From an optimization exercise on the open Yosys and OpenROAD flow, aimed at small area, a short achievable clock period and few clock cycles per item; shortcuts taken in it are not production practice. At most, simulation tests tie the RTL to the original design; equivalence was not proved. For runs 1 to 3, only the layout was checked, not whether the RTL still works. No activity file was given, so power comes from the tool's default toggle rates.

==> flow/run.sh <==
#!/bin/bash
# synth_recipe.tcl (not shown) runs the flow's synth.tcl, then flattens the netlist and writes it again
# the make line also repeats each setting of config.mk as NAME=value (left out here)
make -C /OpenROAD-flow-scripts/flow DESIGN_CONFIG=/design/flow/config.mk WORK_HOME=/design/flow/orfs CLKGATE_MAP_FILE= SYNTH_SCRIPT=/design/flow/synth_recipe.tcl finish
==> flow/design.v <==
module mars_core (
    input  wire        clk,
    input  wire        rst,
    input  wire        cmd_valid,
    output wire        cmd_ready,
    input  wire [2:0]  cmd_op,
    input  wire [15:0] cmd_a,
    input  wire [31:0] cmd_data,
    output reg         rsp_valid,
    output reg  [3:0]  rsp_code,
    output reg  [31:0] rsp_data,
    output reg  [1:0]  rsp_h,
    output reg  [7:0]  rsp_id,
    output reg  [5:0]  rsp_addr
);
    localparam OP_CREATE = 3'd0, OP_LOAD = 3'd1, OP_TICK = 3'd2, OP_REMOVE = 3'd3,
               OP_READ_CELL = 3'd4, OP_READ_WARRIOR = 3'd5, OP_READ_STATUS = 3'd6,
               OP_READ_CONFIG = 3'd7;
    localparam C_NONE = 4'd0, C_DAT = 4'd1, C_INV_TYPE = 4'd2, C_INV_MODE_A = 4'd3,
               C_IMM_ADDR_A = 4'd4, C_INV_MODE_B = 4'd5, C_IMM_ADDR_B = 4'd6,
               C_ENDED = 4'd7, C_OUT_OF_RANGE = 4'd8, C_TABLE_FULL = 4'd9,
               C_NOT_IN_QUEUE = 4'd10;
    localparam T_DAT = 4'd0, T_MOV = 4'd1, T_ADD = 4'd2, T_SUB = 4'd3, T_JMP = 4'd4,
               T_JMZ = 4'd5, T_DJZ = 4'd6, T_CMP = 4'd7;
    localparam S_IDLE = 3'd0, S_LOADW = 3'd1, S_T0 = 3'd2, S_TVA = 3'd3, S_TVB = 3'd4,
               S_RC = 3'd5;
    reg [63:0] cv;            
    reg [3:0]  blocks;
    reg [15:0] elapsed;
    reg [15:0] duration;
    reg [2:0]  alive;
    reg [3:0]  live;
    reg [7:0]  wid   [0:3];
    reg [5:0]  wpc   [0:3];
    reg [1:0]  wnext [0:3];
    reg [1:0]  entry;
    reg        entry_v;
    reg [2:0]  state;
    reg [5:0]  l_addr;        
    reg [7:0]  l_left;        
    reg        l_ok;          
    reg [3:0]  l_code;
    reg [1:0]  l_h;
    reg [31:0] ir;
    reg        ir_v;
    reg [5:0]  tp;            
    reg [5:0]  ra, rb;        
    reg [5:0]  rv;            
    reg [5:0]  vaddr;         
    reg [5:0]  ea_b_r;
    reg [31:0] aval_r;
    reg  [5:0]  pf_addr;
    wire        we;
    wire [5:0]  waddr;
    wire [31:0] wdata;
    wire [2047:0] cells;
    function [63:0] onehot;
        input [5:0] a;
        integer k;
        begin
            for (k = 0; k < 64; k = k + 1) onehot[k] = (a == k);
        end
    endfunction
    wire [63:0] w_sel  = onehot(waddr) & {64{we}};
    wire [63:0] pf_sel = onehot(pf_addr) & cv;
    wire [63:0] v_sel  = onehot(vaddr) & cv;
    wire [63:0] ha_sel = onehot(ra) & cv;
    wire [63:0] hb_sel = onehot(rb) & cv;
    genvar g;
    generate for (g = 0; g < 64; g = g + 1) begin : mem
        reg [31:0] q;
        always @(posedge clk) if (w_sel[g]) q <= wdata;
        assign cells[32*g +: 32] = q;
    end endgenerate
    reg [31:0] pf_q, v_q;
    reg [5:0]  ha_q, hb_q;
    integer k;
    always @(*) begin
        pf_q = 32'd0; v_q = 32'd0; ha_q = 6'd0; hb_q = 6'd0;
        for (k = 0; k < 64; k = k + 1) begin
            pf_q = pf_q | (cells[32*k +: 32] & {32{pf_sel[k]}});
            v_q  = v_q  | (cells[32*k +: 32] & {32{v_sel[k]}});
            ha_q = ha_q | (cells[32*k +: 6]  & {6{ha_sel[k]}});
            hb_q = hb_q | (cells[32*k +: 6]  & {6{hb_sel[k]}});
        end
    end
    function [31:0] add32;
        input [31:0] a, b;
        input        cin;
        reg   [31:0] g, p, gg, pp;
        integer i, l;
        begin
            g  = a & b;
            p  = a ^ b;
            gg = g;
            pp = p;
            gg[0] = g[0] | (p[0] & cin);
            for (l = 1; l < 32; l = l * 2)
                for (i = 31; i >= l; i = i - 1) begin
                    gg[i] = gg[i] | (pp[i] & gg[i-l]);
                    pp[i] = pp[i] & pp[i-l];
                end
            add32 = p ^ {gg[30:0], cin};
        end
    endfunction
    wire [1:0]  h     = entry;
    wire [5:0]  t     = tp;
    wire [1:0]  nh    = wnext[h];
    wire [3:0]  ty    = ir[31:28];
    wire [1:0]  am    = ir[27:26];
    wire [1:0]  bm    = ir[25:24];
    wire [11:0] af    = ir[23:12];
    wire [11:0] bf    = ir[11:0];
    wire [31:0] a_imm = {{20{af[11]}}, af};
    wire [31:0] b_imm = {{20{bf[11]}}, bf};
    wire a_is_val  = (ty == T_MOV) || (ty == T_ADD) || (ty == T_SUB) || (ty == T_CMP);
    wire a_is_addr = (ty == T_JMP) || (ty == T_JMZ) || (ty == T_DJZ);
    wire b_is_val  = (ty == T_JMZ) || (ty == T_CMP);
    wire b_is_addr = (ty == T_MOV) || (ty == T_ADD) || (ty == T_SUB) || (ty == T_DJZ);
    wire b_rmw     = (ty == T_ADD) || (ty == T_SUB) || (ty == T_DJZ);
    reg [3:0] dec_code;
    always @(*) begin
        if (ty[3])                                      dec_code = C_INV_TYPE;
        else if ((a_is_val || a_is_addr) && am == 2'd3) dec_code = C_INV_MODE_A;
        else if (a_is_addr && am == 2'd0)               dec_code = C_IMM_ADDR_A;
        else if ((b_is_val || b_is_addr) && bm == 2'd3) dec_code = C_INV_MODE_B;
        else if (b_is_addr && bm == 2'd0)               dec_code = C_IMM_ADDR_B;
        else if (ty == T_DAT)                           dec_code = C_DAT;
        else                                            dec_code = C_NONE;
    end
    wire need_a = a_is_val && (am != 2'd0);
    wire need_b = (b_is_val && (bm != 2'd0)) || b_rmw;
    wire fast   = !(need_a && need_b) && !(need_a && am == 2'd2) && !(need_b && bm == 2'd2);
    wire [5:0] ea_b = (bm == 2'd2) ? t + hb_q : rb;
    assign cmd_ready = (state == S_IDLE) || (state == S_LOADW);
    wire fire   = cmd_valid && (state == S_IDLE);
    wire ended  = !entry_v || (elapsed == duration);
    wire go_now = fire && (cmd_op == OP_TICK) && !ended && ir_v;
    wire start  = go_now || (state == S_T0);      
    wire in_tva = (state == S_TVA);
    wire in_tvb = (state == S_TVB);
    wire exec   = (start && dec_code == C_NONE && fast) ||
                  (in_tva && !need_b) || in_tvb;
    wire [12:0] ld_base      = {1'b0, cmd_a[15:8], 4'b0} + {5'b0, cmd_a[7:0]};
    wire        ld_range_bad = (cmd_a[15:8] >= 8'd4) || (ld_base >= 13'd64);
    reg [1:0] free_h;
    always @(*) begin
        if      (!live[0]) free_h = 2'd0;
        else if (!live[1]) free_h = 2'd1;
        else if (!live[2]) free_h = 2'd2;
        else               free_h = 2'd3;
    end
    wire [1:0] rm_h    = cmd_a[1:0];
    wire       rm_ok   = (cmd_a[15:2] == 14'd0) && live[rm_h];
    reg  [1:0] rm_pred;
    always @(*) begin
        rm_pred = rm_h;
        if (live[0] && wnext[0] == rm_h) rm_pred = 2'd0;
        if (live[1] && wnext[1] == rm_h) rm_pred = 2'd1;
        if (live[2] && wnext[2] == rm_h) rm_pred = 2'd2;
        if (live[3] && wnext[3] == rm_h) rm_pred = 2'd3;
    end
    wire [1:0] rw_h  = cmd_a[1:0];
    wire       rw_ok = (cmd_a[15:2] == 14'd0) && live[rw_h];
    wire [31:0] aval  = (am == 2'd0) ? a_imm : (in_tvb ? aval_r : v_q);
    wire [31:0] bval  = (bm == 2'd0 && !b_rmw) ? b_imm : v_q;
    wire [31:0] add_op = (ty == T_DJZ) ? 32'hFFFFFFFF : (ty == T_SUB) ? ~aval : aval;
    wire [31:0] sum    = add32(v_q, add_op, ty == T_SUB);
    wire [5:0]  ha_f  = (ty == T_DJZ && ra == ea_b) ? sum[5:0] : ha_q;
    wire [5:0]  ea_a  = (am == 2'd2) ? t + ha_f : ra;
    wire [5:0]  t1    = t + 6'd1;
    reg        x_we;
    reg [5:0]  x_pc;
    always @(*) begin
        x_we = 1'b0;
        x_pc = t1;
        case (ty)
        T_MOV: x_we = 1'b1;
        T_ADD: x_we = 1'b1;
        T_SUB: x_we = 1'b1;
        T_JMP: x_pc = ea_a;
        T_JMZ: if (bval == 32'd0) x_pc = ea_a;
        T_DJZ: begin x_we = 1'b1; if (v_q == 32'd1) x_pc = ea_a; end
        default: if (aval == bval) x_pc = t + 6'd2;    
        endcase
    end
    wire        in_load = (state == S_LOADW);
    wire        ld_we   = in_load && cmd_valid && l_ok;
    assign we    = ld_we || (exec && x_we);
    assign waddr = in_load ? l_addr : ea_b;
    assign wdata = in_load ? cmd_data : (ty == T_MOV) ? aval : sum;
    reg       x_pf_ok;
    reg [5:0] x_pf;
    always @(*) begin
        x_pf_ok = 1'b1;
        x_pf    = wpc[nh];
        if (nh == h && ty != T_DAT) begin
            if (ty == T_MOV || ty == T_ADD || ty == T_SUB) x_pf = t1;
            else if (ty == T_JMP && am == 2'd1)            x_pf = ra;
            else                                           x_pf_ok = 1'b0;
        end
    end
    wire refresh = in_load || !ir_v;
    always @(*) begin
        if (refresh) pf_addr = wpc[entry];
        else         pf_addr = x_pf;
    end
    wire        pf_hit = we && (waddr == pf_addr);
    wire [31:0] pf_fwd = pf_hit ? (in_load ? cmd_data : aval) : pf_q;
    wire        pf_bad = pf_hit && !in_load && (ty != T_MOV);
    wire [3:0]  pf_ty  = pf_fwd[31:28];
    wire        pf_need_a = (pf_ty == T_MOV || pf_ty == T_ADD || pf_ty == T_SUB || pf_ty == T_CMP) &&
                            (pf_fwd[27:26] != 2'd0);
    wire [5:0]  pf_ra  = pf_addr + pf_fwd[17:12];
    wire [5:0]  pf_rb  = pf_addr + pf_fwd[5:0];
    wire [5:0]  pf_rv  = pf_need_a ? pf_ra : pf_rb;
    wire ir_take = exec || (start && dec_code == C_DAT) || refresh;
    always @(posedge clk) begin
        rsp_valid <= 1'b0;
        if (rst) begin
            state    <= S_IDLE;
            cv       <= 64'd0;
            blocks   <= 4'd0;
            elapsed  <= 16'd0;
            duration <= 16'd0;
            alive    <= 3'd0;
            live     <= 4'd0;
            entry    <= 2'd0;
            entry_v  <= 1'b0;
            ir_v     <= 1'b0;
        end else begin
            if (we) cv[waddr] <= 1'b1;
            if (ir_take) begin
                ir   <= pf_fwd;
                ir_v <= !(exec && (!x_pf_ok || pf_bad));
                tp   <= pf_addr;
                ra   <= pf_ra;
                rb   <= pf_rb;
                rv   <= pf_rv;
            end
            vaddr <= ir_take ? pf_rv : rv;
            case (state)
            S_IDLE: if (cmd_valid) begin
                rsp_code <= C_NONE;
                rsp_data <= 32'd0;
                case (cmd_op)
                OP_CREATE: begin
                    cv       <= 64'd0;
                    blocks   <= 4'd0;
                    elapsed  <= 16'd0;
                    duration <= cmd_a;
                    alive    <= 3'd0;
                    live     <= 4'd0;
                    entry_v  <= 1'b0;
                    ir_v     <= 1'b0;
                    rsp_valid <= 1'b1;
                end
                OP_LOAD: begin
                    l_addr <= ld_base[5:0];
                    l_left <= cmd_data[15:8];
                    l_h    <= free_h;
                    l_ok   <= 1'b0;
                    if (ld_range_bad)        l_code <= C_OUT_OF_RANGE;
                    else if (alive == 3'd4)  l_code <= C_TABLE_FULL;
                    else begin
                        l_code         <= C_NONE;
                        l_ok           <= 1'b1;
                        blocks[cmd_a[9:8]] <= 1'b1;
                        live[free_h]   <= 1'b1;
                        wid[free_h]    <= cmd_data[7:0];
                        wpc[free_h]    <= ld_base[5:0];
                        alive          <= alive + 3'd1;
                        entry          <= free_h;
                        entry_v        <= 1'b1;
                        if (entry_v) begin
                            wnext[free_h] <= wnext[entry];
                            wnext[entry]  <= free_h;
                        end else begin
                            wnext[free_h] <= free_h;
                        end
                        ir_v <= 1'b0;
                    end
                    if (cmd_data[15:8] == 8'd0) begin
                        rsp_valid <= 1'b1;
                        rsp_h     <= free_h;
                        if (ld_range_bad)        rsp_code <= C_OUT_OF_RANGE;
                        else if (alive == 3'd4)  rsp_code <= C_TABLE_FULL;
                    end else begin
                        state <= S_LOADW;
                    end
                end
                OP_TICK: begin
                    if (ended) begin
                        rsp_code  <= C_ENDED;
                        rsp_valid <= 1'b1;
                    end else if (!ir_v) begin
                        state <= S_T0;
                    end
                end
                OP_REMOVE: begin
                    if (rm_ok) begin
                        live[rm_h] <= 1'b0;
                        alive      <= alive - 3'd1;
                        if (wnext[rm_h] == rm_h) begin
                            entry_v <= 1'b0;
                        end else begin
                            wnext[rm_pred] <= wnext[rm_h];
                            if (entry == rm_h) entry <= wnext[rm_h];
                        end
                        if (entry == rm_h) ir_v <= 1'b0;
                    end else begin
                        rsp_code <= C_NOT_IN_QUEUE;
                    end
                    rsp_valid <= 1'b1;
                end
                OP_READ_CELL: begin
                    vaddr <= cmd_a[5:0];
                    state <= S_RC;
                end
                OP_READ_WARRIOR: begin
                    if (rw_ok)
                        rsp_data <= {15'd0, 1'b1, wnext[rw_h], wpc[rw_h], wid[rw_h]};
                    rsp_valid <= 1'b1;
                end
                OP_READ_STATUS: begin
                    rsp_data  <= {elapsed, 4'd0, blocks, 1'b0, alive, 1'b0, entry_v, entry};
                    rsp_valid <= 1'b1;
                end
                OP_READ_CONFIG: begin
                    rsp_data  <= {duration, 8'd16, 8'd64};
                    rsp_valid <= 1'b1;
                end
                default: ;
                endcase
            end
            S_LOADW: if (cmd_valid) begin
                l_addr <= l_addr + 6'd1;
                l_left <= l_left - 8'd1;
                if (l_left == 8'd1) begin
                    rsp_code  <= l_code;
                    rsp_h     <= l_h;
                    rsp_valid <= 1'b1;
                    state     <= S_IDLE;
                end
            end
            S_RC: begin
                rsp_data  <= v_q;
                rsp_valid <= 1'b1;
                state     <= S_IDLE;
            end
            S_TVA: begin
                aval_r <= v_q;
                if (need_b) begin
                    vaddr <= ea_b_r;
                    state <= S_TVB;
                end else begin
                    state <= S_IDLE;
                end
            end
            S_TVB: state <= S_IDLE;
            default: state <= S_IDLE;    
            endcase
            if (start) begin
                if (state == S_T0) state <= S_IDLE;
                if (dec_code != C_NONE) begin
                    if (dec_code == C_DAT) begin
                        elapsed <= elapsed + 16'd1;
                        entry   <= nh;
                    end
                    rsp_code  <= dec_code;
                    rsp_data  <= ir;
                    rsp_h     <= h;
                    rsp_id    <= wid[h];
                    rsp_addr  <= t;
                    rsp_valid <= 1'b1;
                end else if (!fast) begin
                    ea_b_r <= ea_b;
                    aval_r <= v_q;
                    if (need_a && am == 2'd2) begin
                        vaddr <= t + ha_q;
                        state <= S_TVA;
                    end else begin
                        vaddr <= ea_b;
                        state <= S_TVB;
                    end
                end
            end
            if (exec) begin
                wpc[h]    <= x_pc;
                elapsed   <= elapsed + 16'd1;
                entry     <= nh;
                rsp_code  <= C_NONE;
                rsp_valid <= 1'b1;
            end
        end
    end
endmodule
==> flow/constraint.sdc <==
create_clock -name core_clock -period 10.0 [get_ports {clk}]
set_input_delay 2.0000 -clock core_clock [delete_from_list [all_inputs] [get_ports {clk}]]
set_output_delay 2.0000 -clock core_clock [all_outputs]
set_load 0.01 [all_outputs]
==> flow/config.mk <==
export PLATFORM = sky130hd
export DESIGN_NAME = mars_core
export DESIGN_NICKNAME = mars_core
export VERILOG_FILES = /design/flow/design.v
export SDC_FILE = /design/flow/constraint.sdc
export NUM_CORES = 4
export LEC_CHECK = 0
export CAP_MARGIN = 20
export CELL_PAD_IN_SITES_DETAIL_PLACEMENT = 1
export CELL_PAD_IN_SITES_GLOBAL_PLACEMENT = 1
export CORE_MARGIN = 2
export CORE_UTILIZATION = 60
export SETUP_SLACK_MARGIN = 1.0
export SLEW_MARGIN = 20
==> reports/qor.csv, run 1 <==
metric,value,unit
status,aborted with a tool error,
lastStage,5_1_grt,
error,[ERROR GRT-0116] Global routing finished with congestion. Check the congestion regions in the DRC Viewer.,
clock_sinks,2398,
gp_congestion,1.77,
dpl.hpwl,645,mm
clockRootBuffer,clkbuf_16,
rows,163,
track_usage,104,%
initial_core_util,60.2,%
synth_area_leaders,"edfxtp_1 (58%), a22oi_1 (7.1%), nand3_1 (4.6%), a22o_1 (2.8%), nand4_1 (2.4%)",
grt_max_degree,71,
ys_ff_latch,2398,
grt_pass1_wl,1440,mm
pin_count,108,
ctsHoldBuffers,0,
dieHeight,448,µm
async_flop_share,0,%
synth_top_cell_by_area,edfxtp_1,
die_width,448,µm
yosys.cell_count.top_type,edfxtp_1,
yosysUniqueCellTypes,103,
syn_area,118000,µm²
yosysTopAreaCellShare,57.9,%
synth_fp_nets,10000,
synth.yosys.seq_area_share,59.9,%
synth-main-ff-cell,edfxtp_1,
grt_pass1_vias,147000,
overflow,16100,
ys_warn_count,1,
ys_top_cells_by_count,"edfxtp_1 (2283), a22oi_1 (1118), nand3_1 (1090)",
port-buffer-count,107,
netlist_instances,9901,
cts_max_path_buffers,3,
htree_levels,4,
cts-buffers-inserted,239,
synth_edf_count,2283,
avgSynthCellArea,12.0,µm²
## power groups by stage
stage / Clock [µW] / Sequential (µW) / Combinational, µW
global placement: 0 / 11500 / 1250
floorplan: 0 / 11500 / 634
detailed placement: 0 / 11500 / 1300
CTS: 9400 / 11300 / 1350
## timing repair
action,4_1_cts
pin swaps,6
setup buffers,23
endpoints found under the setup margin,405
hold endpoints to repair,0
gates resized for setup,33
## layer usage
metal / GRT usage, % / GRT overflow
met1: 100 / 3006
met3: 96.6 / 2272
met2: 116 / 7562
met4: 106 / 2900
met5: 86.6 / 329
## cells by family after synthesis
kind of cell / Yosys count / share of synthesized area, %
compound gates: 2577 / 16.6
xor+xnor: 167 / 1.24
fa+ha+maj: 80 / 0.902
buf+inv: 942 / 3.21
flops: 2398 / 59.9
mux: 101 / 1.23
simple gates: 3636 / 17.0
## worst max-delay path by stage
stage               startpoint            to  cells after the start
floorplan             vaddr[5]  mem[0].q[18]                     29
global placement         rb[0]      vaddr[4]                     30
detailed placement       rb[2]      vaddr[4]                     30
CTS                      rb[0]      vaddr[5]                     31
## stage by stage
stage	std cells	instance area (µm²)	hold slack [ns]	worst slack, ns
global placement	12600	127000	0.457	-1.62
floorplan	9901	118000	0.424	1.08
CTS	13000	136000	0.486	1.01
detailed placement	12600	127000	0.471	-1.14
==> inputs of run 2 (changes only) <==
--- a/flow/design.v
+++ b/flow/design.v
@@ -51,2 +51,7 @@
     reg [31:0] aval_r;
+    reg        p_we;
+    reg        p_sum;         
+    reg [5:0]  p_addr;
+    reg [31:0] p_val, p_op;
+    reg        p_cin;
     reg  [5:0]  pf_addr;
@@ -74,14 +79,20 @@
     end endgenerate
-    reg [31:0] pf_q, v_q;
-    reg [5:0]  ha_q, hb_q;
+    reg [31:0] pf_m, v_m;
+    reg [5:0]  ha_m, hb_m;
     integer k;
     always @(*) begin
-        pf_q = 32'd0; v_q = 32'd0; ha_q = 6'd0; hb_q = 6'd0;
+        pf_m = 32'd0; v_m = 32'd0; ha_m = 6'd0; hb_m = 6'd0;
         for (k = 0; k < 64; k = k + 1) begin
-            pf_q = pf_q | (cells[32*k +: 32] & {32{pf_sel[k]}});
-            v_q  = v_q  | (cells[32*k +: 32] & {32{v_sel[k]}});
-            ha_q = ha_q | (cells[32*k +: 6]  & {6{ha_sel[k]}});
-            hb_q = hb_q | (cells[32*k +: 6]  & {6{hb_sel[k]}});
+            pf_m = pf_m | (cells[32*k +: 32] & {32{pf_sel[k]}});
+            v_m  = v_m  | (cells[32*k +: 32] & {32{v_sel[k]}});
+            ha_m = ha_m | (cells[32*k +: 6]  & {6{ha_sel[k]}});
+            hb_m = hb_m | (cells[32*k +: 6]  & {6{hb_sel[k]}});
         end
     end
+    wire        p_byp = p_we && !p_sum;
+    wire [31:0] pf_q  = (p_byp && p_addr == pf_addr) ? p_val : pf_m;
+    wire [31:0] v_q   = (p_byp && p_addr == vaddr) ? p_val : v_m;
+    wire [5:0]  ha_q  = (p_byp && p_addr == ra) ? p_val[5:0] : ha_m;
+    wire [5:0]  hb_q  = (p_byp && p_addr == rb) ? p_val[5:0] : hb_m;
+    wire        p_blk = p_we && p_sum;
     function [31:0] add32;
@@ -138,7 +149,9 @@
     wire go_now = fire && (cmd_op == OP_TICK) && !ended && ir_v;
-    wire start  = go_now || (state == S_T0);      
+    wire start  = go_now || (state == S_T0 && ir_v);    
     wire in_tva = (state == S_TVA);
     wire in_tvb = (state == S_TVB);
-    wire exec   = (start && dec_code == C_NONE && fast) ||
-                  (in_tva && !need_b) || in_tvb;
+    wire hz     = p_blk && (((need_a || need_b) && p_addr == vaddr) ||
+                            (am == 2'd2 && p_addr == ra) || (bm == 2'd2 && p_addr == rb));
+    wire run    = start && dec_code == C_NONE && !hz;
+    wire exec   = (run && fast) || (in_tva && !need_b) || in_tvb;
     wire [12:0] ld_base      = {1'b0, cmd_a[15:8], 4'b0} + {5'b0, cmd_a[7:0]};
@@ -167,4 +180,4 @@
     wire [31:0] add_op = (ty == T_DJZ) ? 32'hFFFFFFFF : (ty == T_SUB) ? ~aval : aval;
-    wire [31:0] sum    = add32(v_q, add_op, ty == T_SUB);
-    wire [5:0]  ha_f  = (ty == T_DJZ && ra == ea_b) ? sum[5:0] : ha_q;
+    wire [5:0]  dec6   = v_q[5:0] - 6'd1;
+    wire [5:0]  ha_f  = (ty == T_DJZ && ra == ea_b) ? dec6 : ha_q;
     wire [5:0]  ea_a  = (am == 2'd2) ? t + ha_f : ra;
@@ -188,5 +201,7 @@
     wire        ld_we   = in_load && cmd_valid && l_ok;
-    assign we    = ld_we || (exec && x_we);
-    assign waddr = in_load ? l_addr : ea_b;
-    assign wdata = in_load ? cmd_data : (ty == T_MOV) ? aval : sum;
+    wire [31:0] p_data  = p_sum ? add32(p_val, p_op, p_cin) : p_val;
+    assign we    = ld_we || p_we;
+    assign waddr = in_load ? l_addr : p_addr;
+    assign wdata = in_load ? cmd_data : p_data;
+    wire        x_wr    = exec && x_we;      
     reg       x_pf_ok;
@@ -207,5 +222,7 @@
     end
-    wire        pf_hit = we && (waddr == pf_addr);
-    wire [31:0] pf_fwd = pf_hit ? (in_load ? cmd_data : aval) : pf_q;
-    wire        pf_bad = pf_hit && !in_load && (ty != T_MOV);
+    wire        pf_ld  = ld_we && (l_addr == pf_addr);
+    wire        pf_mov = x_wr && ty == T_MOV && bm == 2'd1 && (rb == pf_addr);
+    wire [31:0] pf_fwd = pf_ld ? cmd_data : pf_mov ? aval : pf_q;
+    wire        pf_bad = (x_wr && !pf_mov && (ea_b == pf_addr)) ||
+                         (p_blk && p_addr == pf_addr);
     wire [3:0]  pf_ty  = pf_fwd[31:28];
@@ -230,7 +247,16 @@
             ir_v     <= 1'b0;
+            p_we     <= 1'b0;
         end else begin
             if (we) cv[waddr] <= 1'b1;
+            p_we <= x_wr;
+            if (x_wr) begin
+                p_addr <= ea_b;
+                p_sum  <= (ty != T_MOV);
+                p_val  <= (ty == T_MOV) ? aval : v_q;
+                p_op   <= add_op;
+                p_cin  <= (ty == T_SUB);
+            end
             if (ir_take) begin
                 ir   <= pf_fwd;
-                ir_v <= !(exec && (!x_pf_ok || pf_bad));
+                ir_v <= !((exec && !x_pf_ok) || pf_bad);
                 tp   <= pf_addr;
@@ -360,7 +386,9 @@
             S_TVB: state <= S_IDLE;
-            default: state <= S_IDLE;    
+            S_T0:  if (ir_v) state <= S_IDLE;    
+            default: state <= S_IDLE;
             endcase
             if (start) begin
-                if (state == S_T0) state <= S_IDLE;
-                if (dec_code != C_NONE) begin
+                if (dec_code == C_NONE && hz) begin
+                    state <= S_T0;
+                end else if (dec_code != C_NONE) begin
                     if (dec_code == C_DAT) begin
--- a/flow/config.mk
+++ b/flow/config.mk
@@ -11,4 +11,5 @@
 export CORE_MARGIN = 2
-export CORE_UTILIZATION = 60
-export SETUP_SLACK_MARGIN = 1.0
+export CORE_UTILIZATION = 45
+export SETUP_SLACK_MARGIN = 4
 export SLEW_MARGIN = 20
+export TNS_END_PERCENT = 10
==> reports/qor.csv, run 2 <==
metric,value,unit,change
pin_count,108,,unchanged
netlist_instances,9864,,-0.37%
cts-buffers-inserted,279,,+17%
synth_edf_count,2355,,+3.2%
dpl.hpwl,742,mm,+15%
pre_cts_slack,0.702,ns,+1.84 ns
clock_sinks,2471,,+3.0%
syn_area,121000,µm²,+1.8%
yosysTopAreaCellShare,58.7,%,+0.74 points
error,[ERROR GRT-0116] Global routing finished with congestion. Check the congestion regions in the DRC Viewer.,,
ys_warn_count,1,,unchanged
overflow,5558,,
htree_levels,5,,+1
grt_max_degree,71,,
synth.yosys.seq_area_share,60.6,%,+0.73 points
die_width,522,µm,+16%
yosysUniqueCellTypes,108,,+4.9%
placed_cell_area,131000,µm²,+3.4%
synth-main-ff-cell,edfxtp_1,,
avgSynthCellArea,12.2,µm²,+2.2%
ys_ff_latch,2471,,+3.0%
synth_area_leaders,"edfxtp_1 (59%), a22oi_1 (7.8%), a22o_1 (2.4%), nand3_1 (2.3%), nand4_1 (2.1%)",,
yosys.cell_count.top_type,edfxtp_1,,
grt_pass1_vias,158000,,
synth_fp_nets,9998,,-0.35%
synth_top_cell_by_area,edfxtp_1,,
track_usage,92.6,%,
cts_max_path_buffers,4,,+1
async_flop_share,0,%,unchanged
port-buffer-count,107,,unchanged
gp_congestion,1.29,,-27%
status,aborted with a tool error,,
dieHeight,522,µm,+16%
lastStage,5_1_grt,,
grt_pass1_wl,1730,mm,
ys_top_cells_by_count,"edfxtp_1 (2355), a22oi_1 (1250), clkbuf_1 (646)",,
initial_core_util,45.1,%,-15 points
clockRootBuffer,clkbuf_16,,
rows,190,,+17%
run 2: changes by cell type after synthesis, moves of 46 or more:
cell / change
nand2_1: +125
clkbuf_1: +86
nand4_1: -47
o21ai_0: +132
edfxtp_1: +72
a22oi_1: +132
nor2_1: -46
and4_1: -134
a222oi_1: +105
nor4_1: -73
nand3_1: -547
run 2: kinds of logic after synthesis:
group           Yosys count  synth area share (%)
compound gates         3119                  19.7
simple gates           2908                  12.9
flops                  2471                  60.6
buf+inv                 959                  3.15
xor+xnor                200                  1.45
mux                     127                  1.40
fa+ha+maj                80                 0.886
run 2: routing by layer:
| metal | GRT overflow | track usage (%) |
|---|---|---|
| met1 | 607 | 92.2 |
| met2 | 2579 | 101 |
| met3 | 743 | 85.5 |
| met4 | 1520 | 92.3 |
| met5 | 109 | 72.9 |
run 2: timing repair:
action,CTS
pin swaps,202
setup buffers,614
hold buffers,0
resized for setup,904
endpoints found under the setup margin,292
cloned,29
run 2: worst max-delay path by stage:
stage,from,slack [ns],end
3_5_place_dp,entry[1],0.70,vaddr[5]
4_1_cts,wnext[3][0],3.25,vaddr[5]
2_1_floorplan,p_val[0],3.52,mem[0].q[24]
3_3_place_gp,entry[1],0.51,vaddr[5]
run 2: per-stage QoR:
| step | power (µW) | instances |
|---|---|---|
| 2_1_floorplan | 12100 | 9864 |
| 3_3_place_gp | 12600 | 13500 |
| 3_5_place_dp | 12700 | 13600 |
| 4_1_cts | 23300 | 14700 |
run 2: power groups by stage:
stage | clock network, µW | logic (µW) | registers (µW)
after CTS | 10600 | 1300 | 11400
after global placement | 0 | 993 | 11600
after floorplan | 0 | 465 | 11600
after detailed placement | 0 | 1020 | 11600
==> inputs of run 3 (changes only) <==
--- a/flow/design.v
+++ b/flow/design.v
@@ -49,2 +49,4 @@
     reg [5:0]  vaddr;         
+    reg [1:0]  nh_r;          
+    reg [5:0]  npc_r;         
     reg [5:0]  ea_b_r;
@@ -118,3 +120,3 @@
     wire [5:0]  t     = tp;
-    wire [1:0]  nh    = wnext[h];
+    wire [1:0]  nh    = nh_r;
     wire [3:0]  ty    = ir[31:28];
@@ -180,5 +182,4 @@
     wire [31:0] add_op = (ty == T_DJZ) ? 32'hFFFFFFFF : (ty == T_SUB) ? ~aval : aval;
-    wire [5:0]  dec6   = v_q[5:0] - 6'd1;
-    wire [5:0]  ha_f  = (ty == T_DJZ && ra == ea_b) ? dec6 : ha_q;
-    wire [5:0]  ea_a  = (am == 2'd2) ? t + ha_f : ra;
+    wire [5:0]  ea_a  = (am == 2'd2) ? t + ha_q : ra;
+    wire [5:0]  ea_a_djz = (am == 2'd2 && ra == ea_b) ? t : ea_a;
     wire [5:0]  t1    = t + 6'd1;
@@ -195,3 +196,3 @@
         T_JMZ: if (bval == 32'd0) x_pc = ea_a;
-        T_DJZ: begin x_we = 1'b1; if (v_q == 32'd1) x_pc = ea_a; end
+        T_DJZ: begin x_we = 1'b1; if (v_q == 32'd1) x_pc = ea_a_djz; end
         default: if (aval == bval) x_pc = t + 6'd2;    
@@ -210,3 +211,3 @@
         x_pf_ok = 1'b1;
-        x_pf    = wpc[nh];
+        x_pf    = npc_r;
         if (nh == h && ty != T_DAT) begin
@@ -250,10 +251,8 @@
             if (we) cv[waddr] <= 1'b1;
-            p_we <= x_wr;
-            if (x_wr) begin
-                p_addr <= ea_b;
-                p_sum  <= (ty != T_MOV);
-                p_val  <= (ty == T_MOV) ? aval : v_q;
-                p_op   <= add_op;
-                p_cin  <= (ty == T_SUB);
-            end
+            p_we   <= x_wr;
+            p_addr <= ea_b;
+            p_sum  <= (ty != T_MOV);
+            p_val  <= (ty == T_MOV) ? aval : v_q;
+            p_op   <= add_op;
+            p_cin  <= (ty == T_SUB);
             if (ir_take) begin
@@ -267,2 +266,9 @@
             vaddr <= ir_take ? pf_rv : rv;
+            if (refresh) begin
+                nh_r  <= wnext[entry];
+                npc_r <= wpc[wnext[entry]];
+            end else if (exec || (start && dec_code == C_DAT)) begin
+                nh_r  <= wnext[nh_r];
+                npc_r <= (exec && wnext[nh_r] == h) ? x_pc : wpc[wnext[nh_r]];
+            end
             case (state)
@@ -334,2 +340,6 @@
                             if (entry == rm_h) entry <= wnext[rm_h];
+                            if (wnext[entry] == rm_h) begin
+                                nh_r  <= wnext[rm_h];
+                                npc_r <= wpc[wnext[rm_h]];
+                            end
                         end
--- a/flow/config.mk
+++ b/flow/config.mk
@@ -11,3 +11,3 @@
 export CORE_MARGIN = 2
-export CORE_UTILIZATION = 45
+export CORE_UTILIZATION = 40
 export SETUP_SLACK_MARGIN = 4
==> reports/qor.csv, run 3 <==
metric,value,unit,change
status,aborted with a tool error,,
lastStage,5_1_grt,,
error,[ERROR GRT-0116] Global routing finished with congestion. Check the congestion regions in the DRC Viewer.,,
initial_core_util,40.3,%,-4.9 points
async_flop_share,0,%,unchanged
htree_levels,5,,unchanged
synth_area_leaders,"edfxtp_1 (56%), a22oi_1 (5.5%), nand2_1 (2.6%), nand4_1 (2.5%), nand3_1 (2.1%)",,
ctsHoldBuffers,0,,unchanged
overflow,472,,
cts_max_path_buffers,4,,unchanged
dieHeight,567,µm,+8.8%
die_width,567,µm,+8.8%
grt_pass1_vias,158000,,
cts-buffers-inserted,296,,+6.1%
synth_edf_count,2363,,+0.34%
synth_top_cell_by_area,edfxtp_1,,
track_usage,84.5,%,
yosysUniqueCellTypes,129,,+19%
syn_area,127000,µm²,+5.3%
ys_top_cells_by_count,"edfxtp_1 (2363), a22oi_1 (931), nand2_1 (896)",,
grt_pass1_wl,1820,mm,
ys_warn_count,1,,unchanged
clockRootBuffer,clkbuf_16,,
synth-main-ff-cell,edfxtp_1,,
clock_sinks,2481,,+0.40%
grt_max_degree,74,,
netlist_instances,10900,,+10%
pin_count,108,,unchanged
synth_fp_nets,11000,,+10%
avgSynthCellArea,11.7,µm²,-4.6%
yosys.cell_count.top_type,edfxtp_1,,
ys_ff_latch,2481,,+0.40%
port-buffer-count,107,,unchanged
synth.yosys.seq_area_share,57.7,%,-2.8 points
rows,206,,+8.4%
gp_congestion,1.28,,-0.81%
dpl.hpwl,873,mm,+18%
yosysTopAreaCellShare,55.9,%,-2.8 points
run 3: changes by cell type after synthesis, moves of 57 or more:
cell      previous run  this run
buf_2               92       166
and3_1             364       307
nor2_1             423       536
nand2_1            554       896
nor3_1             116       188
a32oi_1             41       107
nand4_1            408       501
o21ai_0            261       329
a222oi_1           184       126
a22oi_1           1250       931
o22ai_1             33       123
run 3: worst max path at each step:
stage	endpoint	slack, ns	from
floorplan	wnext[0][0]	3.34	rst
global placement	rv[5]	1.02	state[2]
detailed placement	rv[5]	1.23	state[2]
CTS	rv[5]	3.57	vaddr[5]
run 3: cells by family after synthesis:
logic type,share of synthesized area (%)
AO/OA/AOI/OAI,19.1
XOR/XNOR,1.30
flip-flops,57.7
adder cells (fa/ha/maj),0.765
multiplexers,1.84
AND/OR/NAND/NOR,15.5
buffers and inverters,3.82
run 3: repair_timing:
action                     4_1_cts
pin swaps                      198
gates cloned                    12
setup endpoints to repair      533
buffers inserted               386
gates resized for setup        746
run 3: metrics by stage:
stage | setup slack [ns] | utilization (%) | area [µm²] | total power (µW) | instances
3_3_place_gp | 1.02 | 43.8 | 138000 | 14600 | 15200
4_1_cts | 3.57 | 49.2 | 155000 | 26000 | 16100
2_1_floorplan | 3.34 | - | 127000 | 13300 | 10900
3_5_place_dp | 1.23 | 43.9 | 139000 | 14700 | 15200
run 3: per-layer routing:
layer	GRT overflow	GRT usage, %
met4	172	82.4
met3	50	75.6
met5	11	61.3
met1	46	85.5
met2	193	93.5
run 3: power groups by stage:
stage / combinational, µW / clock (µW) / sequential [µW]
floorplan: 1050 / 0 / 12200
global placement: 2350 / 0 / 12200
detailed placement: 2410 / 0 / 12200
CTS: 2700 / 11300 / 12000
==> inputs of run 4 (changes only) <==
--- a/flow/design.v
+++ b/flow/design.v
@@ -26,2 +26,8 @@
                S_RC = 3'd5;
+    reg        q_v;
+    reg [2:0]  q_op;
+    reg [15:0] q_a;
+    reg [31:0] q_data;
+    wire       q_take;
+    assign cmd_ready = q_take;
     reg [63:0] cv;            
@@ -51,2 +57,5 @@
     reg [5:0]  npc_r;         
+    reg        nself;         
+    reg [5:0]  tp1;           
+    reg [5:0]  spf;           
     reg [5:0]  ea_b_r;
@@ -71,6 +80,2 @@
     wire [63:0] w_sel  = onehot(waddr) & {64{we}};
-    wire [63:0] pf_sel = onehot(pf_addr) & cv;
-    wire [63:0] v_sel  = onehot(vaddr) & cv;
-    wire [63:0] ha_sel = onehot(ra) & cv;
-    wire [63:0] hb_sel = onehot(rb) & cv;
     genvar g;
@@ -81,14 +86,10 @@
     end endgenerate
-    reg [31:0] pf_m, v_m;
-    reg [5:0]  ha_m, hb_m;
-    integer k;
-    always @(*) begin
-        pf_m = 32'd0; v_m = 32'd0; ha_m = 6'd0; hb_m = 6'd0;
-        for (k = 0; k < 64; k = k + 1) begin
-            pf_m = pf_m | (cells[32*k +: 32] & {32{pf_sel[k]}});
-            v_m  = v_m  | (cells[32*k +: 32] & {32{v_sel[k]}});
-            ha_m = ha_m | (cells[32*k +: 6]  & {6{ha_sel[k]}});
-            hb_m = hb_m | (cells[32*k +: 6]  & {6{hb_sel[k]}});
-        end
-    end
+    wire [31:0] pf_c = cells[32*pf_addr +: 32];
+    wire [31:0] v_c  = cells[32*vaddr +: 32];
+    wire [5:0]  ha_c = cells[32*ra +: 6];
+    wire [5:0]  hb_c = cells[32*rb +: 6];
+    wire [31:0] pf_m = cv[pf_addr] ? pf_c : 32'd0;
+    wire [31:0] v_m  = cv[vaddr] ? v_c : 32'd0;
+    wire [5:0]  ha_m = cv[ra] ? ha_c : 6'd0;
+    wire [5:0]  hb_m = cv[rb] ? hb_c : 6'd0;
     wire        p_byp = p_we && !p_sum;
@@ -147,6 +148,5 @@
     wire [5:0] ea_b = (bm == 2'd2) ? t + hb_q : rb;
-    assign cmd_ready = (state == S_IDLE) || (state == S_LOADW);
-    wire fire   = cmd_valid && (state == S_IDLE);
+    wire fire   = q_v && (state == S_IDLE);
     wire ended  = !entry_v || (elapsed == duration);
-    wire go_now = fire && (cmd_op == OP_TICK) && !ended && ir_v;
+    wire go_now = fire && (q_op == OP_TICK) && !ended && ir_v;
     wire start  = go_now || (state == S_T0 && ir_v);    
@@ -158,4 +158,4 @@
     wire exec   = (run && fast) || (in_tva && !need_b) || in_tvb;
-    wire [12:0] ld_base      = {1'b0, cmd_a[15:8], 4'b0} + {5'b0, cmd_a[7:0]};
-    wire        ld_range_bad = (cmd_a[15:8] >= 8'd4) || (ld_base >= 13'd64);
+    wire [12:0] ld_base      = {1'b0, q_a[15:8], 4'b0} + {5'b0, q_a[7:0]};
+    wire        ld_range_bad = (q_a[15:8] >= 8'd4) || (ld_base >= 13'd64);
     reg [1:0] free_h;
@@ -167,4 +167,4 @@
     end
-    wire [1:0] rm_h    = cmd_a[1:0];
-    wire       rm_ok   = (cmd_a[15:2] == 14'd0) && live[rm_h];
+    wire [1:0] rm_h    = q_a[1:0];
+    wire       rm_ok   = (q_a[15:2] == 14'd0) && live[rm_h];
     reg  [1:0] rm_pred;
@@ -177,4 +177,4 @@
     end
-    wire [1:0] rw_h  = cmd_a[1:0];
-    wire       rw_ok = (cmd_a[15:2] == 14'd0) && live[rw_h];
+    wire [1:0] rw_h  = q_a[1:0];
+    wire       rw_ok = (q_a[15:2] == 14'd0) && live[rw_h];
     wire [31:0] aval  = (am == 2'd0) ? a_imm : (in_tvb ? aval_r : v_q);
@@ -184,3 +184,3 @@
     wire [5:0]  ea_a_djz = (am == 2'd2 && ra == ea_b) ? t : ea_a;
-    wire [5:0]  t1    = t + 6'd1;
+    wire [5:0]  t1    = tp1;
     reg        x_we;
@@ -201,3 +201,3 @@
     wire        in_load = (state == S_LOADW);
-    wire        ld_we   = in_load && cmd_valid && l_ok;
+    wire        ld_we   = in_load && q_v && l_ok;
     wire [31:0] p_data  = p_sum ? add32(p_val, p_op, p_cin) : p_val;
@@ -205,15 +205,6 @@
     assign waddr = in_load ? l_addr : p_addr;
-    assign wdata = in_load ? cmd_data : p_data;
+    assign wdata = in_load ? q_data : p_data;
     wire        x_wr    = exec && x_we;      
-    reg       x_pf_ok;
-    reg [5:0] x_pf;
-    always @(*) begin
-        x_pf_ok = 1'b1;
-        x_pf    = npc_r;
-        if (nh == h && ty != T_DAT) begin
-            if (ty == T_MOV || ty == T_ADD || ty == T_SUB) x_pf = t1;
-            else if (ty == T_JMP && am == 2'd1)            x_pf = ra;
-            else                                           x_pf_ok = 1'b0;
-        end
-    end
+    wire       x_pf_ok = !nself || (x_pc == spf);
+    wire [5:0] x_pf    = nself ? spf : npc_r;
     wire refresh = in_load || !ir_v;
@@ -223,5 +214,5 @@
     end
-    wire        pf_ld  = ld_we && (l_addr == pf_addr);
-    wire        pf_mov = x_wr && ty == T_MOV && bm == 2'd1 && (rb == pf_addr);
-    wire [31:0] pf_fwd = pf_ld ? cmd_data : pf_mov ? aval : pf_q;
+    wire        pf_ld  = in_load && l_ok && (l_addr == pf_addr);
+    wire        pf_mov = !refresh && ty == T_MOV && bm == 2'd1 && (rb == pf_addr);
+    wire [31:0] pf_fwd = pf_ld ? q_data : pf_mov ? aval : pf_q;
     wire        pf_bad = (x_wr && !pf_mov && (ea_b == pf_addr)) ||
@@ -234,3 +225,14 @@
     wire [5:0]  pf_rv  = pf_need_a ? pf_ra : pf_rb;
+    wire [5:0]  pf_a1  = pf_addr + 6'd1;
     wire ir_take = exec || (start && dec_code == C_DAT) || refresh;
+    assign q_take = !q_v || (state == S_IDLE) || (state == S_LOADW);
+    always @(posedge clk) begin
+        if (rst)         q_v <= 1'b0;
+        else if (q_take) q_v <= cmd_valid;
+        if (q_take) begin
+            q_op   <= cmd_op;
+            q_a    <= cmd_a;
+            q_data <= cmd_data;
+        end
+    end
     always @(posedge clk) begin
@@ -264,2 +266,5 @@
                 rv   <= pf_rv;
+                tp1  <= pf_a1;
+                spf  <= (pf_ty == T_DAT) ? pf_addr :
+                        (pf_ty == T_JMP) ? ((pf_fwd[27:26] == 2'd1) ? pf_ra : pf_addr) : pf_a1;
             end
@@ -269,2 +274,3 @@
                 npc_r <= wpc[wnext[entry]];
+                nself <= (wnext[entry] == entry);
             end else if (exec || (start && dec_code == C_DAT)) begin
@@ -272,8 +278,9 @@
                 npc_r <= (exec && wnext[nh_r] == h) ? x_pc : wpc[wnext[nh_r]];
+                nself <= (wnext[nh_r] == nh_r);
             end
             case (state)
-            S_IDLE: if (cmd_valid) begin
+            S_IDLE: if (q_v) begin
                 rsp_code <= C_NONE;
                 rsp_data <= 32'd0;
-                case (cmd_op)
+                case (q_op)
                 OP_CREATE: begin
@@ -282,3 +289,3 @@
                     elapsed  <= 16'd0;
-                    duration <= cmd_a;
+                    duration <= q_a;
                     alive    <= 3'd0;
@@ -291,3 +298,3 @@
                     l_addr <= ld_base[5:0];
-                    l_left <= cmd_data[15:8];
+                    l_left <= q_data[15:8];
                     l_h    <= free_h;
@@ -299,5 +306,5 @@
                         l_ok           <= 1'b1;
-                        blocks[cmd_a[9:8]] <= 1'b1;
+                        blocks[q_a[9:8]] <= 1'b1;
                         live[free_h]   <= 1'b1;
-                        wid[free_h]    <= cmd_data[7:0];
+                        wid[free_h]    <= q_data[7:0];
                         wpc[free_h]    <= ld_base[5:0];
@@ -314,3 +321,3 @@
                     end
-                    if (cmd_data[15:8] == 8'd0) begin
+                    if (q_data[15:8] == 8'd0) begin
                         rsp_valid <= 1'b1;
@@ -343,2 +350,3 @@
                                 npc_r <= wpc[wnext[rm_h]];
+                                nself <= (wnext[rm_h] == entry);
                             end
@@ -352,3 +360,3 @@
                 OP_READ_CELL: begin
-                    vaddr <= cmd_a[5:0];
+                    vaddr <= q_a[5:0];
                     state <= S_RC;
@@ -371,3 +379,3 @@
             end
-            S_LOADW: if (cmd_valid) begin
+            S_LOADW: if (q_v) begin
                 l_addr <= l_addr + 6'd1;
--- a/flow/config.mk
+++ b/flow/config.mk
@@ -11,3 +11,3 @@
 export CORE_MARGIN = 2
-export CORE_UTILIZATION = 40
+export CORE_UTILIZATION = 45
 export SETUP_SLACK_MARGIN = 4
==> reports/qor.csv, run 4 <==
metric,value,unit,change
status,finished clean,,
htree_levels,5,,unchanged
fill_cells,27700,,
synth.yosys.seq_area_share,56.1,%,-1.6 points
area.growth.synth_to_final,16.3,%,
layout_min_cycle_time,6.17,ns,
cp_data_arrival_time,6.82,ns,
cp.required,10.65,ns,
clk_pin_slew,0.06,ns,
fin_nets,9377,,
fin_ws,3.83,ns,
crit_type,reg -> reg,,
synth_edf_count,2427,,+2.7%
port-buffer-count,107,,unchanged
drive_gt1_share,28.8,%,
final.setup.tns,0,ns,
slowest_stage,edfxtp_1,,
yosysTopAreaCellShare,54.3,%,-1.6 points
worstMarginPinSlew,1.28,ns,
max_freq,162,MHz,
regMostFlops,mem.q,,
async_flop_share,0,%,unchanged
pin_count,108,,unchanged
total_power,32100,µW,
grt_max_degree,135,,
wl_per_cell,46.0,µm,
ys_ff_latch,2548,,+2.7%
dieArea,303000,µm²,
timing.final.crit_share,61.7,%,
grt_antenna_before_repair,43,,
yosys.cell_count.top_type,edfxtp_1,,
report.final.slew_viol_count,0,,
final_common_cell,edfxtp_1,,
hold_class,reg -> reg,,
largest_reg_flops,2048,,
clock_sinks,2548,,+2.7%
start_kind,flop,,
final_antenna_net_count,0,,
setup_viol_count_final,0,,
whs,0.491,ns,
yosys.area_share.adder,0.754,%,-0.012 points
hold_violations,0,,
ys_top_cells_by_count,"edfxtp_1 (2427), mux4_2 (1275), nand2_1 (932)",,
synth_top_cell_by_area,edfxtp_1,,
overflow,0,,
layout_common_cells,"edfxtp_1 (2427), mux4_2 (1276), nand2_1 (922)",,
postLayoutCoreUtil,52.6,%,
endpoint_kind,flop,,
synth_top_family_by_area,multiplexers,,
peakVddDrop,0.000166,V,
relSlewSlack,14.4,%,
detail_route.wirelength,619,mm,
syn_area,134000,µm²,+5.6%
initial_core_util,45.2,%,+4.9 points
drc,0,,
path_common_cell,buf_12,,
gp_congestion,0.954,,-26%
synth-main-ff-cell,edfxtp_1,,
rsz0062_at_grt,true,,
synth_fp_nets,9056,,-18%
cts_max_path_buffers,4,,unchanged
drt_iter0_markers,14600,,
power_density,205,nW/µm²,
leakage,0.0520,µW,
dr.pass1.iters,8,,
clk_latency,0.95,ns,
dieHeight,550,µm,-3.1%
yosysUniqueCellTypes,105,,-19%
slowest_delay,0.41,ns,
grt_pass1_vias,96100,,
netlist_instances,8928,,-18%
synth.area.mux_share,24.5,%,+23 points
biggestRegsByFlops,"mem.q: 2048 flops, cv: 64 flops",,
dpl.hpwl,385,mm,-56%
die_width,550,µm,-3.1%
track_usage,40.3,%,
synth_compound_area_share,6.76,%,-12 points
synth_xor_area_share,1.38,%,+0.081 points
clockRootBuffer,clkbuf_16,,
synth-simple-area-share,7.79,%,-7.7 points
rows,200,,-2.9%
max-cap-violations,0,,
avgSynthCellArea,15.0,µm²,+29%
ys_warn_count,1,,unchanged
skew,0.0553,ns,
grt_pass1_wl,835,mm,
via_per_inst,7.29,,
critPathMaxFanout,15,,
vias,98100,,
core_area,297000,µm²,
cts_tree,yes,,
cts-buffers-inserted,300,,+1.4%
pre_cts_slack,1.86,ns,+0.628 ns
synth_area_leaders,"edfxtp_1 (54%), mux4_2 (21%), nand2_1 (2.6%), mux2i_1 (2.1%), dfxtp_1 (1.8%)",,
## run 4: cell types whose count changed after synthesis, sizes merged, moves of 121 or more
cell / change
a22o: -246
mux2i: +197
and3: -233
a221oi: -248
clkbuf: -255
nand3: -125
o21ai: -121
mux4: +1261
nand4: -470
a22oi: -765
## run 4: final timing paths
kind                start           end  slack (ns)  cells after the start
min          duration[15]  duration[15]        0.49                      2
max              vaddr[0]      vaddr[5]        3.83                     27
max reg2reg      vaddr[0]      vaddr[5]        3.83                     27
min reg2reg  duration[15]  duration[15]        0.49                      2
## run 4: kinds of logic after synthesis
logic type / Yosys count
buffers and inverters: 786
and+or+nand+nor: 2319
AOI/OAI and AO/OA: 1353
DFF: 2548
muxes: 1636
adders and majority gates: 75
xor gates and xnor gates: 211
## run 4: worst max-delay path: cells and delay by family (launching register included)
kind / cells / cell delay (ns)
AOI/OAI and AO/OA: 11 / 2.21
buffers and inverters: 7 / 1.31
and+or+nand+nor: 6 / 1.30
DFF: 1 / 0.41
xor gates and xnor gates: 2 / 0.31
adders and majority gates: 1 / 0.30
## run 4: area by class of cell
type	count	area, µm²	share of cell area (%)
clock inverters	186	1950	1.25
inverters	91	378	0.242
multi-input cells	5598	57600	36.9
clock buffers	363	7960	5.10
well taps	3939	4930	3.16
diodes	22	55.1	0.0353
repair buffers	710	7870	5.04
flip-flops and latches	2548	75300	48.3
## run 4: per-stage QoR
step	cells	area [µm²]
floorplan	8928	134000
global placement	12700	141000
detailed placement	12700	141000
CTS	13400	155000
global route	13400	156000
finish	13500	156000
## run 4: layer usage
metal,track usage [%],vias to the layer above,part of all wire [%]
met3,11.4,1830,12
met2,60.4,7259,44
met1,51.7,51900,35
met5,0,-,0.058
met4,26.1,50,7.9
li1,-,37100,-
## run 4: power breakdown
part           switching (µW)  total [µW]  leakage [µW]  internal [µW]
clock                    4770       11300       0.00481           6580
combinational            5100        7840        0.0241           2730
sequential                155       12900        0.0231          12700
total                   10000       32100        0.0520          22000
## run 4: timing repair
item / 4_1_cts / 5_1_grt
cloned: 30 / 7
pin swaps: 48 / 33
setup endpoints to repair: 277 / 353
resized for setup: 315 / 109
hold buffers: 0 / 0
buffers inserted: 122 / 54
Testbench counts of run 4, summed over its fixed seeds: cycles 7,615, ticks 5,572.
==> inputs of run 5 (changes only) <==
--- a/flow/design.v
+++ b/flow/design.v
@@ -158,2 +158,9 @@
     wire exec   = (run && fast) || (in_tva && !need_b) || in_tvb;
+    wire next_idle =
+        (state == S_IDLE && (!q_v || (q_op != OP_LOAD && q_op != OP_READ_CELL &&
+            (q_op != OP_TICK || ended || (ir_v && (dec_code != C_NONE || (!hz && fast))))))) ||
+        (state == S_T0 && ir_v && (dec_code != C_NONE || (!hz && fast))) ||
+        (state == S_TVA && !need_b) || state == S_TVB || state == S_RC;
+    wire rc_go = q_take && cmd_valid && (cmd_op == OP_READ_CELL) && next_idle;
+    reg  rc_ready;
     wire [12:0] ld_base      = {1'b0, q_a[15:8], 4'b0} + {5'b0, q_a[7:0]};
@@ -183,3 +190,4 @@
     wire [5:0]  ea_a  = (am == 2'd2) ? t + ha_q : ra;
-    wire [5:0]  ea_a_djz = (am == 2'd2 && ra == ea_b) ? t : ea_a;
+    wire        b_hit_ra = (bm == 2'd2) ? (hb_q == af[5:0]) : (rb == ra);
+    wire [5:0]  ea_a_djz = (am == 2'd2 && b_hit_ra) ? t : ea_a;
     wire [5:0]  t1    = tp1;
@@ -207,3 +215,18 @@
     wire        x_wr    = exec && x_we;      
-    wire       x_pf_ok = !nself || (x_pc == spf);
+    wire [5:0] spf_off = spf - t;
+    wire       eq_t1   = (t1 == spf);
+    wire       eq_t2   = (spf_off == 6'd2);
+    wire       eq_t    = (spf_off == 6'd0);
+    wire       eq_ea   = (am == 2'd2) ? (ha_q == spf_off) : (ra == spf);
+    reg        x_pc_eq;
+    always @(*) begin
+        case (ty)
+        T_JMP:   x_pc_eq = eq_ea;
+        T_JMZ:   x_pc_eq = (bval == 32'd0) ? eq_ea : eq_t1;
+        T_DJZ:   x_pc_eq = (v_q == 32'd1) ? ((am == 2'd2 && b_hit_ra) ? eq_t : eq_ea) : eq_t1;
+        T_CMP:   x_pc_eq = (aval == bval) ? eq_t2 : eq_t1;
+        default: x_pc_eq = eq_t1;
+        endcase
+    end
+    wire       x_pf_ok = !nself || x_pc_eq;
     wire [5:0] x_pf    = nself ? spf : npc_r;
@@ -217,3 +240,5 @@
     wire [31:0] pf_fwd = pf_ld ? q_data : pf_mov ? aval : pf_q;
-    wire        pf_bad = (x_wr && !pf_mov && (ea_b == pf_addr)) ||
+    wire [5:0]  pf_off = pf_addr - t;
+    wire        pf_bhit = (bm == 2'd2) ? (hb_q == pf_off) : (rb == pf_addr);
+    wire        pf_bad = (x_wr && !pf_mov && pf_bhit) ||
                          (p_blk && p_addr == pf_addr);
@@ -251,2 +276,3 @@
             p_we     <= 1'b0;
+            rc_ready <= 1'b0;
         end else begin
@@ -360,4 +386,9 @@
                 OP_READ_CELL: begin
-                    vaddr <= q_a[5:0];
-                    state <= S_RC;
+                    if (rc_ready && !(p_blk && p_addr == vaddr)) begin
+                        rsp_data  <= v_q;
+                        rsp_valid <= 1'b1;
+                    end else begin
+                        vaddr <= q_a[5:0];
+                        state <= S_RC;
+                    end
                 end
@@ -433,2 +464,4 @@
             end
+            rc_ready <= rc_go;
+            if (rc_go) vaddr <= cmd_a[5:0];
             if (exec) begin
--- a/flow/config.mk
+++ b/flow/config.mk
@@ -11,5 +11,5 @@
 export CORE_MARGIN = 2
-export CORE_UTILIZATION = 45
-export SETUP_SLACK_MARGIN = 4
+export CORE_UTILIZATION = 50
+export SETUP_SLACK_MARGIN = 4.5
 export SLEW_MARGIN = 20
-export TNS_END_PERCENT = 10
+export TNS_END_PERCENT = 0
==> reports/qor.csv, run 5 <==
metric,value,unit,change
report.final.slew_viol_count,0,,unchanged
syn_area,136000,µm²,+1.4%
r2r_start,vaddr[5],,
pin_count,108,,unchanged
grt_max_degree,107,,-21%
async_flop_share,0,%,unchanged
leakage,0.0539,µW,+3.6%
hold_end,blocks[0],,
synth_top_cell_by_area,edfxtp_1,,
internal_power,23500,µW,+6.5%
dieArea,276000,µm²,-8.7%
pwr-share-comb,31.1,%,+6.7 points
dr.pass1.iters,7,,-1
whs_path_depth,2,,unchanged
grt_pass1_vias,104000,,+8.5%
synth-main-ff-cell,edfxtp_1,,
status,finished clean,,
netlist_instances,9369,,+4.9%
final_common_cell,edfxtp_1,,
start_kind,flop,,
yosysUniqueCellTypes,105,,unchanged
largest_reg_flops,2048,,unchanged
regMostFlops,mem.q,,
yosysTopAreaCellShare,53.6,%,-0.73 points
ys_ff_latch,2549,,+0.039%
cts_max_path_buffers,4,,unchanged
max_freq,163,MHz,+0.33%
ys_top_cells_by_count,"edfxtp_1 (2427), mux4_2 (1152), nand2_1 (1009)",,
wl_per_cell,49.8,µm,+8.3%
biggestRegsByFlops,"mem.q: 2048 flops, cv: 64 flops",,
globalRouteMet2Util,69.2,%,+8.8 points
timing.final.crit_share,61.5,%,-0.20 points
drt_iter0_markers,18800,,+28%
detail_route.wirelength,678,mm,+9.5%
final.setup.tns,0,ns,unchanged
endpoint_kind,flop,,
grt_pass1_wl,906,mm,+8.5%
hold_violations,0,,unchanged
clock_sinks,2549,,+0.039%
seq_power_share,37.7,%,-2.5 points
crit_type,reg -> reg,,
top_usage_layer,met2,,
dieHeight,526,µm,-4.5%
dpl.hpwl,411,mm,+6.8%
final_antenna_net_count,0,,unchanged
max-cap-violations,0,,unchanged
initial_core_util,50.2,%,+5.0 points
port-buffer-count,107,,unchanged
vias,106000,,+8.5%
synth_area_leaders,"edfxtp_1 (54%), mux4_2 (19%), nand2_1 (2.8%), mux2i_1 (2.6%), dfxtp_1 (1.8%)",,
pre_cts_slack,2.00,ns,+0.144 ns
clk_pin_slew,0.06,ns,about the same
avgSynthCellArea,14.5,µm²,-3.4%
via_per_inst,7.83,,+7.3%
critPathMaxFanout,36,,+21
setup_viol_count_final,0,,unchanged
htree_levels,5,,unchanged
r2r_cells,16,,-41%
clockRootBuffer,clkbuf_16,,
ys_warn_count,1,,unchanged
clkPwrFrac,31.1,%,-4.3 points
relSlewSlack,12.0,%,-2.4 points
area.growth.synth_to_final,17.5,%,
drive_gt1_share,28.8,%,about the same
switchingPower,12500,µW,+25%
core_area,271000,µm²,-8.8%
overflow,0,,unchanged
fin_nets,9911,,+5.7%
hold_class,reg -> reg,,
yosys.cell_count.top_type,edfxtp_1,,
cp.required,10.63,ns,-0.02 ns
swShare,34.8,%,+3.5 points
synth.yosys.seq_area_share,55.4,%,-0.74 points
grt_antenna_before_repair,66,,+53%
cts-buffers-inserted,293,,-2.3%
rr_endpoint,wpc[0][5],,
track_usage,48.2,%,+7.8 points
cp_data_arrival_time,6.79,ns,-0.03 ns
worstMarginPinSlew,1.32,ns,+0.0325 ns
rsz0062_at_grt,true,,
synth_fp_nets,9507,,+5.0%
rows,191,,-4.5%
grt_use_met1,58.2,%,+6.5 points
die_width,526,µm,-4.5%
peakVddDrop,0.000192,V,+16%
rrSetupSlack,3.85,ns,+0.02 ns
drc,0,,unchanged
clk_latency,0.96,ns,about the same
fin_ws,3.85,ns,+0.0203 ns
synth_edf_count,2427,,unchanged
gp_congestion,0.967,,+1.3%
layout_common_cells,"edfxtp_1 (2427), mux4_2 (1157), nand2_1 (985)",,
worstHoldStart,blocks[0],,
skew,0.0783,ns,+0.0230 ns
use_met3,18.0,%,+6.6 points
layout_min_cycle_time,6.15,ns,-0.0203 ns
cts_tree,yes,,
power_density,225,nW/µm²,+9.7%
## run 5: cell types whose count changed in the layout (fill, tap and decap cells not counted), sizes merged, moves of 25 or more
cell    previous run  this run
a311oi            37        97
mux4            1307      1190
a22oi            167       236
and3              74       182
a21oi            368       421
mux2i            285       358
nand2            932      1010
nand3            404       248
buf              573       686
a31oi             54        89
o22ai             55        80
## run 5: worst max-delay path by stage
stage                     slack, ns  depth (start not counted)         to  startpoint
final                          3.85                         16  wpc[0][5]    vaddr[5]
after global routing           4.06                         20   npc_r[3]    vaddr[0]
after CTS                      4.23                         18  wpc[3][5]    vaddr[2]
after detailed placement       2.00                         15   npc_r[1]    vaddr[2]
after global placement         1.79                         15   npc_r[1]    vaddr[2]
after floorplan                3.51                         27   vaddr[4]    state[1]
## run 5: through the flow
stage               hold slack (ns)  instances  util, %  instance area (µm²)  power [µW]
floorplan                     0.424       9369        -               136000       19000
global placement              0.452      12700     52.7               143000       22900
detailed placement            0.464      12700     52.7               143000       23100
CTS                           0.476      13500     58.4               158000       35100
global route                  0.509      13600     59.0               160000       36400
finish                        0.482      13600     59.0               160000       36000
## run 5: cell families after synthesis
logic type / Yosys count / share of synthesized area (%)
AND/OR/NAND/NOR: 2395 / 8.02
AO/OA/AOI/OAI: 1693 / 8.60
buffers and inverters: 838 / 2.92
flip-flops: 2549 / 55.4
multiplexers: 1606 / 22.9
adder cells (fa/ha/maj): 86 / 0.843
XOR/XNOR: 202 / 1.30
## run 5: repair_timing
item,in CTS,in global routing
setup endpoints to repair,625,600
resized for setup,480,148
buffers inserted,192,58
hold buffers,0,0
pin swaps,76,55
gates cloned,58,12
## run 5: final cells by class
type                       instances  area (µm²)
fill                           24800      111000
sequential                      2549       75300
multi-input combinational       5985       59800
timing repair buffer             837        9910
clock buffer                     354        7840
tap                             3570        4470
clock inverter                   172        1820
inverter                         106         489
antenna                           31        77.6
timing repair inverter             1        8.76
## run 5: layer usage
layer / vias to the layer above / part of all wire (%)
met4: 66 / 10
met1: 55100 / 33
li1: 39100 / -
met2: 9382 / 42
met3: 2778 / 15
met5: - / 0.072
## run 5: worst max-delay path, cell delays in order (launching register included)
cell,delay (ns)
edfxtp_1,0.38
buf_4,0.20
buf_16,0.18
nand2_1,0.54
buf_4,0.54
a31oi_1,0.15
a22oi_1,0.52
o211ai_1,0.17
buf_4,0.20
nand2_2,0.18
o221a_2,0.24
o211ai_1,0.08
or4_1,0.58
a221o_2,0.49
or3_4,0.41
a32o_2,0.29
o41a_1,0.46
## run 5: power by group through the flow
stage	logic, µW	clock network, µW	registers (µW)
after floorplan	5200	0	13800
after global placement	9110	0	13800
after detailed placement	9270	0	13800
after CTS	10400	11200	13600
after global routing	11300	11500	13600
final	11200	11200	13600
Testbench counts of run 5, summed over its fixed seeds: cycles 7,283, ticks 5,572.
==> inputs of run 6 (changes only) <==
--- a/flow/config.mk
+++ b/flow/config.mk
@@ -12,2 +12,4 @@
 export CORE_UTILIZATION = 50
+export CTS_CLUSTER_DIAMETER = 100
+export CTS_CLUSTER_SIZE = 18
 export SETUP_SLACK_MARGIN = 4.5
==> reports/qor.csv, run 6 <==
metric,value,unit,change
syn_area,136000,µm²,unchanged
drive_gt1_share,26.4,%,-2.4 points
drc,0,,unchanged
layout_min_cycle_time,6.24,ns,+0.0882 ns
synth_xor_area_share,1.30,%,unchanged
fill_cells,25000,,+0.96%
finalNonFillerCells,13300,,-2.6%
grt_pass1_wl,894,mm,-1.3%
r2r_start,entry[0],,
drt_iter0_markers,18000,,-4.2%
via_per_inst,7.92,,+1.2%
dp.cells,12700,,unchanged
critPathMaxFanout,34,,-5.6%
report.final.slew_viol_count,0,,unchanged
synth.yosys.seq_area_share,55.4,%,unchanged
start_kind,flop,,
ys_warn_count,1,,unchanged
ctsHoldBuffers,0,,unchanged
synth_fp_nets,9507,,unchanged
port-buffer-count,107,,unchanged
gp_congestion,0.967,,unchanged
hold_violations,0,,unchanged
yosysTopAreaCellShare,53.6,%,unchanged
hold_class,reg -> reg,,
final.setup.tns,0,ns,unchanged
netlist_instances,9369,,unchanged
slowest_stage,nor2_1,,
cts_max_path_buffers,4,,unchanged
max_freq,160,MHz,-1.4%
dpl.hpwl,411,mm,unchanged
endpoint_kind,flop,,
biggestRegsByFlops,"mem.q: 2048 flops, cv: 64 flops",,
yosys.cell_count.top_type,edfxtp_1,,
core_area,271000,µm²,unchanged
power_density,206,nW/µm²,-8.5%
fin_ws,3.76,ns,-0.0882 ns
worstMarginPinSlew,1.34,ns,+0.0189 ns
cts_tree,yes,,
worstHoldStart,blocks[0],,
synth_top_cell_by_area,edfxtp_1,,
die_width,526,µm,unchanged
detail_route.wirelength,666,mm,-1.7%
dieHeight,526,µm,unchanged
synth_area_leaders,"edfxtp_1 (54%), mux4_2 (19%), nand2_1 (2.8%), mux2i_1 (2.6%), dfxtp_1 (1.8%)",,
r2r_cells,14,,-2
skew,0.0909,ns,+0.0126 ns
peakVddDrop,0.000208,V,+8.6%
layout_common_cells,"edfxtp_1 (2427), mux4_2 (1155), nand2_1 (991)",,
setup_viol_count_final,0,,unchanged
pin_count,108,,unchanged
async_flop_share,0,%,unchanged
status,finished clean,,
synth_top_family_by_area,multiplexers,,
cp.required,10.65,ns,+0.02 ns
clk_pin_slew,0.09,ns,+0.03 ns
area.growth.synth_to_final,13.1,%,
grt_antenna_before_repair,61,,-7.6%
final_common_cell,edfxtp_1,,
hold_end,blocks[0],,
ys_top_cells_by_count,"edfxtp_1 (2427), mux4_2 (1152), nand2_1 (1009)",,
largest_reg_flops,2048,,unchanged
cp_cell_sequence,mux4_2 -> a21o_1 -> nand2_4 -> inv_12 -> buf_6 -> nor2_1 -> a221oi_1 -> a31oi_1 -> and4_1 -> o22ai_1 -> buf_4 -> nand3_1 -> nor3b_1 -> a211oi_2,,
vias,105000,,-1.4%
synth.area.mux_share,22.9,%,unchanged
clockRootBuffer,clkbuf_16,,
slowest_delay,0.93,ns,+0.35 ns
grt_max_degree,107,,unchanged
leakage,0.0511,µW,-5.2%
avgSynthCellArea,14.5,µm²,unchanged
cts-buffers-inserted,171,,-42%
pre_cts_slack,2.00,ns,unchanged
run 6: how the worst max path moves through the flow:
stage               startpoint         to  slack [ns]  cells past startpoint
floorplan             state[1]   vaddr[4]        3.51                     27
detailed placement    vaddr[2]   npc_r[1]        2.00                     15
global route          vaddr[0]  wpc[0][5]        3.98                     17
finish                entry[0]     spf[0]        3.76                     14
global placement      vaddr[2]   npc_r[1]        1.79                     15
CTS                   vaddr[0]  wpc[3][5]        4.18                     17
run 6: stage by stage:
stage / power (µW) / instance area (µm²) / hold slack, ns / util [%]
final: 31700 / 154000 / 0.489 / 56.8
after global routing: 32100 / 154000 / 0.512 / 56.8
after CTS: 31000 / 153000 / 0.482 / 56.4
after detailed placement: 23100 / 143000 / 0.464 / 52.7
after global placement: 22900 / 143000 / 0.452 / 52.7
after floorplan: 19000 / 136000 / 0.424 / -
run 6: power breakdown:
| group | internal [µW] | total (µW) | switching (µW) | leakage [µW] |
|---|---|---|---|---|
| Combinational | 3520 | 10900 | 7430 | 0.0256 |
| Clock | 3260 | 7190 | 3930 | 0.00235 |
| Sequential | 13300 | 13600 | 236 | 0.0231 |
run 6: critical path: cells and delay by family, from the launching register on:
family / cells / cell delay (ns)
AOI/OAI and AO/OA: 5 / 2.05
buffers and inverters: 3 / 0.68
DFF: 1 / 0.45
muxes: 1 / 0.63
and+or+nand+nor: 5 / 2.09
run 6: metal layers:
metal  share of wire [%]  up-vias  track usage [%]  routed length, µm
met5                0.10        -            0.970                683
met4                 9.2       42             35.9              61400
met3                  15     2513             17.9              98900
met2                  43     9346             68.6             285000
met1                  33    54500             58.2             220000
li1                    -    38600                -                  -
run 6: area by class of cell:
class	instances	area (µm²)	share of cell area (%)
clock buffer	194	4490	2.92
multi-input combinational	5984	59500	38.6
timing repair inverter	1	8.76	0.00569
sequential	2549	75300	49.0
inverter	106	478	0.311
clock inverter	26	305	0.198
timing repair buffer	776	9190	5.97
tap	3570	4470	2.90
antenna	48	120	0.0781
run 6: cells by family (layout without fill, tap and decap cells):
| group | count (synthesis) | count (layout) |
|---|---|---|
| xor+xnor | 202 | 202 |
| compound gates | 1693 | 1693 |
| other cells | 0 | 48 |
| buf+inv | 838 | 1103 |
| fa+ha+maj | 86 | 86 |
| flops | 2549 | 2549 |
| mux | 1606 | 1606 |
| simple gates | 2395 | 2397 |
run 6: what timing repair did:
action / CTS / global route
cloned: 56 / 10
setup buffers: 143 / 49
setup endpoints to repair: 630 / 722
pin swaps: 56 / 42
resized for setup: 450 / 90
